Source: an optimization exercise on an open RTL-to-GDS flow (aim: small area, a short achievable clock period and few clock cycles). Production flows keep margins and buffers that such runs may drop. RTL that was checked went through simulation tests only; none was proved equivalent to the original. No activity file was given, so power comes from the tool's default toggle rates.

## tundra
==> flow/design.v (excerpt) <==
module dot_core (
    input  wire        clk,
    input  wire        rst,           
    input  wire        op_valid,
    output wire        op_ready,
    input  wire [4:0]  op,
    input  wire [7:0]  arg_x,         
    input  wire [7:0]  arg_y,         
    input  wire        arg_state,
    input  wire [7:0]  arg_width,
    input  wire [7:0]  arg_height,
    input  wire [7:0]  arg_rows,      
    input  wire [7:0]  arg_addr,
    input  wire [7:0]  arg_data,
    input  wire [15:0] arg_level,     
    input  wire [7:0]  arg_button,
    input  wire [15:0] arg_fps,
    output wire        done,
    output reg         refused,
    output wire [31:0] result,
    output wire [7:0]  spr_addr,
    input  wire [7:0]  spr_data,
    input  wire        in_left,
    input  wire        in_right,
    input  wire [31:0] now_ms,
    output reg         din,
    output reg         sclk,
    output reg         cs_n
);
Size in the first run: roughly 2400 cells after synthesis, ~280 flip-flops, roughly 190 I/O pins, about 17000 um^2 of cells after synthesis.
clock: 30.0 ns
lec_check: 0
abc_area: 1
cap_margin: 20
core_margin: 2
core_utilization: 55
cts_buf_list: sky130_fd_sc_hd__clkbuf_16
cts_cluster_diameter: 80
cts_cluster_size: 24
place_density: 0.7
slew_margin: 75
standard.sh (not shown) runs the stock make flow with config.mk's settings and CLKGATE_MAP_FILE= SYNTH_SCRIPT=/design/flow/synth_recipe.tcl, a recipe that flattens the netlist after the stock synthesis.
==> flow/flow/run.sh <==
#!/bin/bash
# The standard layout, with a plain buffer cell on every input and output
# port in place of the delay cell that buffer_ports picks by default.
set -euo pipefail
export BUFFER_PORTS_ARGS="-buffer_cell sky130_fd_sc_hd__buf_1"
bash standard.sh > standard.log 2>&1
Setup changes, tundra to pepper
-- flow/design.v --
<<< tundra, line 124
    reg rdy, stall, done_r;
    reg rdy_n;
    wire fire_q_w;
    wire fire_o;
    assign op_ready = rdy | fire_o;
    assign done     = done_r | fire_o;
>>> pepper, line 124
    reg rdy, stall, done_r;
    reg rdy_n;
    reg fire_o;
    wire fire_q_w;
    assign op_ready = rdy | fire_o;
    assign done     = done_r | fire_o;
<<< tundra, line 295
    reg        wf_div;        
    reg        wf_wait;       
    reg        wf_arm, win_a_q, win_b_q;
    wire       fire_q = wf_arm && !win_a_q && !win_b_q;
    reg        wf_arm_o, win_a_o, win_b_o;
    assign     fire_o = wf_arm_o && !win_a_o && !win_b_o;
    assign fire_q_w = fire_q;
    wire [10:0] div_r = res_lo[10:0];
>>> pepper, line 295
    reg        wf_div;        
    reg        wf_wait;       
    reg        fire_q;        
    assign fire_q_w = fire_q;
    wire [10:0] div_r = res_lo[10:0];
<<< tundra, line 354
    wire        ge_ll  = ge10(now_ms[9:0], last_frame_ts[9:0]);
    wire        lt_tl  = !ge10(now_ms[9:0], tl_sum[9:0]);
    wire        win_a  = eq_a & ge_ll & (win_cross | lt_tl);
    wire        win_b  = win_cross & eq_b & lt_tl;
    wire [31:0] fc_inc = inc32(frame_counter, fire_q);
    wire       fb_wdata = pend_clear ? fill_val : (pend_set ? state_q : 1'b1);
>>> pepper, line 351
    wire        ge_ll  = ge10(now_ms[9:0], last_frame_ts[9:0]);
    wire        lt_tl  = !ge10(now_ms[9:0], tl_sum[9:0]);
    wire        in_win = win_cross ? ((eq_a & ge_ll) | (eq_b & lt_tl)) : (eq_a & ge_ll & lt_tl);
    wire        frame_due = !in_win;
    wire        wf_fire = wf_wait && !fire_q && frame_due;
    wire [31:0] fc_inc = inc32(frame_counter, fire_q);
    wire       fb_wdata = pend_clear ? fill_val : (pend_set ? state_q : 1'b1);
<<< tundra, line 482
            end
        end
        wf_arm  <= wf_wait && !fire_q;
        win_a_q <= win_a;
        win_b_q <= win_b;
        wf_arm_o <= wf_wait && !fire_o;
        win_a_o  <= wf_wait && win_a;
        win_b_o  <= wf_wait && win_b;
        if (wf_wait && !fire_q) res_lo <= now_ms[31:16];
        if (fire_q) last_frame_ts <= {res_lo, b_q, a_q};
>>> pepper, line 480
            end
        end
        fire_q <= wf_fire;
        fire_o <= wf_wait && !fire_o && frame_due;
        if (wf_wait && !fire_q) res_lo <= now_ms[31:16];
        if (fire_q) last_frame_ts <= {res_lo, b_q, a_q};
<<< tundra, line 510
            wf_div         <= 1'b0;
            wf_wait        <= 1'b0;
            wf_arm         <= 1'b0;
            wf_arm_o       <= 1'b0;
            din            <= 1'b0;
            sclk           <= 1'b1;
>>> pepper, line 504
            wf_div         <= 1'b0;
            wf_wait        <= 1'b0;
            fire_q         <= 1'b0;
            fire_o         <= 1'b0;
            din            <= 1'b0;
            sclk           <= 1'b1;
## What came out
The worst relative slew slack in pepper sits 1.6 points below the value recorded for tundra.
Slowest cell on the critical path = or3b_2: tundra; slowest cell on the critical path = ha_1: pepper
[pepper] first-iteration DRC count fell 278 relative to tundra
Core utilization: pepper lower than tundra
[compare] base=tundra new=pepper: gate count after technology mapping went down by 86; final area fell 2.2%; count of plain and timing-repair buffers lost 5.3%.
After detailed routing, tundra needs more wire than pepper.
Diff tundra -> pepper | total area of sequential cells | down slightly
pepper reports its launching element of the worst setup path as now_ms[0] while tundra reports win_a_o.
Upper clock frequency limit: higher on pepper
Testbench counts of pepper, summed over its fixed seeds: cycles 109,762.
No functional check of the RTL was part of tundra.

---

== P ==
Another version of the RTL of dot_core (not shown whole).
For scale: ~2400 cells after synthesis, ~190 I/O pins.
export LEC_CHECK = 0
export ABC_AREA = 1
export CAP_MARGIN = 20
export CORE_MARGIN = 2
export CORE_UTILIZATION = 60
export CTS_BUF_LIST = sky130_fd_sc_hd__clkbuf_16
export CTS_CLUSTER_DIAMETER = 80
export CTS_CLUSTER_SIZE = 30
export PLACE_DENSITY = 0.75
export SLEW_MARGIN = 60
create_clock -name core_clock -period 30.0 [get_ports {clk}]
Scripts as last shown in full above: flow/flow/run.sh
P finished end to end and its layout was clean on timing, DRC and antenna.
Here is what was changed in the inputs of Q compared with P.
-- flow/design.v --
<<< P, line 124
    reg rdy, stall, done_r;
    reg rdy_n;
    wire fire_q_w;
    assign op_ready = rdy | fire_q_w;
    assign done     = done_r | fire_q_w;
    wire ready = !stall | fire_q_w;
    wire acc = op_valid & ready;
>>> Q, line 124
    reg rdy, stall, done_r;
    reg rdy_n;
    reg fire_o;
    wire fire_q_w;
    assign op_ready = rdy | fire_o;
    assign done     = done_r | fire_o;
    wire ready = !stall | fire_q_w;
    wire acc = op_valid & ready;
<<< P, line 294
    reg        wf_div;        
    reg        wf_wait;       
    reg        wf_arm, win_a_q, win_b_q;
    wire       fire_q = wf_arm && !win_a_q && !win_b_q;
    assign fire_q_w = fire_q;
    wire [10:0] div_r = res_lo[10:0];
>>> Q, line 295
    reg        wf_div;        
    reg        wf_wait;       
    reg        fire_q;        
    assign fire_q_w = fire_q;
    wire [10:0] div_r = res_lo[10:0];
<<< P, line 351
    wire        ge_ll  = ge10(now_ms[9:0], last_frame_ts[9:0]);
    wire        lt_tl  = !ge10(now_ms[9:0], tl_sum[9:0]);
    wire        win_a  = eq_a & ge_ll & (win_cross | lt_tl);
    wire        win_b  = win_cross & eq_b & lt_tl;
    wire [31:0] fc_inc = inc32(frame_counter, fire_q);
    wire       fb_wdata = pend_clear ? fill_val : (pend_set ? state_q : 1'b1);
>>> Q, line 351
    wire        ge_ll  = ge10(now_ms[9:0], last_frame_ts[9:0]);
    wire        lt_tl  = !ge10(now_ms[9:0], tl_sum[9:0]);
    wire        in_win = win_cross ? ((eq_a & ge_ll) | (eq_b & lt_tl)) : (eq_a & ge_ll & lt_tl);
    wire        frame_due = !in_win;
    wire        wf_fire = wf_wait && !fire_q && frame_due;
    wire [31:0] fc_inc = inc32(frame_counter, fire_q);
    wire       fb_wdata = pend_clear ? fill_val : (pend_set ? state_q : 1'b1);
<<< P, line 479
            end
        end
        wf_arm  <= wf_wait && !fire_q;
        win_a_q <= win_a;
        win_b_q <= win_b;
        if (wf_wait && !fire_q) res_lo <= now_ms[31:16];
        if (fire_q) last_frame_ts <= {res_lo, b_q, a_q};
>>> Q, line 480
            end
        end
        fire_q <= wf_fire;
        fire_o <= wf_wait && !fire_o && frame_due;
        if (wf_wait && !fire_q) res_lo <= now_ms[31:16];
        if (fire_q) last_frame_ts <= {res_lo, b_q, a_q};
<<< P, line 504
            wf_div         <= 1'b0;
            wf_wait        <= 1'b0;
            wf_arm         <= 1'b0;
            din            <= 1'b0;
            sclk           <= 1'b1;
>>> Q, line 504
            wf_div         <= 1'b0;
            wf_wait        <= 1'b0;
            fire_q         <= 1'b0;
            fire_o         <= 1'b0;
            din            <= 1'b0;
            sclk           <= 1'b1;
==> run summary <==
Q ended with less total length of routed wires than P. Looking at worst hold slack, Q sits 5.6 ps above P. Compared with P, in Q global-route usage went down 0.43 points; power went up about 2.8%; clock network contribution to total cell area went up 0.30 points; design internal power went up 0.018 mW. Sort Q and P by total number of clock tree sinks desc -> top: P. Compared with P, Q shows a number of non-clock buffers in the layout that is 4.5% lower. Between Q and P, count of inserted antenna diode cells is higher for Q, P comes in under that. Q — synthesized cell count about 3% lower, P as reference.
Testbench counts of Q, summed over its fixed seeds: cycles 109,762.
No functional check of the RTL was part of P.

afterwards: timing with drivers on the ports:
Ports are ideal in the flow. The routed layouts listed here were re-timed in OpenROAD.
Step 1 sets driving cells, clkbuf_16 on the clock port and buf_2 on the other inputs (assumed; they add their load-dependent delay and slew).
Step 2, shift: input delay + t, output delay - t, t = (earliest + latest rising clock arrival at the registers) / 2. This alone moves slack from input paths to output paths.
Slacks: ideal ports / drivers / drivers and shift; pairs: ideal ports / drivers.
run | shift t [ns] | slack for setup (ns) | worst data-port slew with drivers (ns)
tundra | 0.576 | 22.456 / 22.401 / 22.150 | 0.05
pepper | 0.574 | 22.606 / 22.637 / 22.063 | 0.07
P | 0.558 | 22.174 / 22.122 / 22.087 | 0.07
Q | 0.565 | 22.450 / 22.487 / 21.922 | 0.08
After both steps setup and hold are still met in every run listed. For pepper, which loses most, drivers alone change the setup slack by +0.031 ns; drivers and shift together by -0.543 ns.
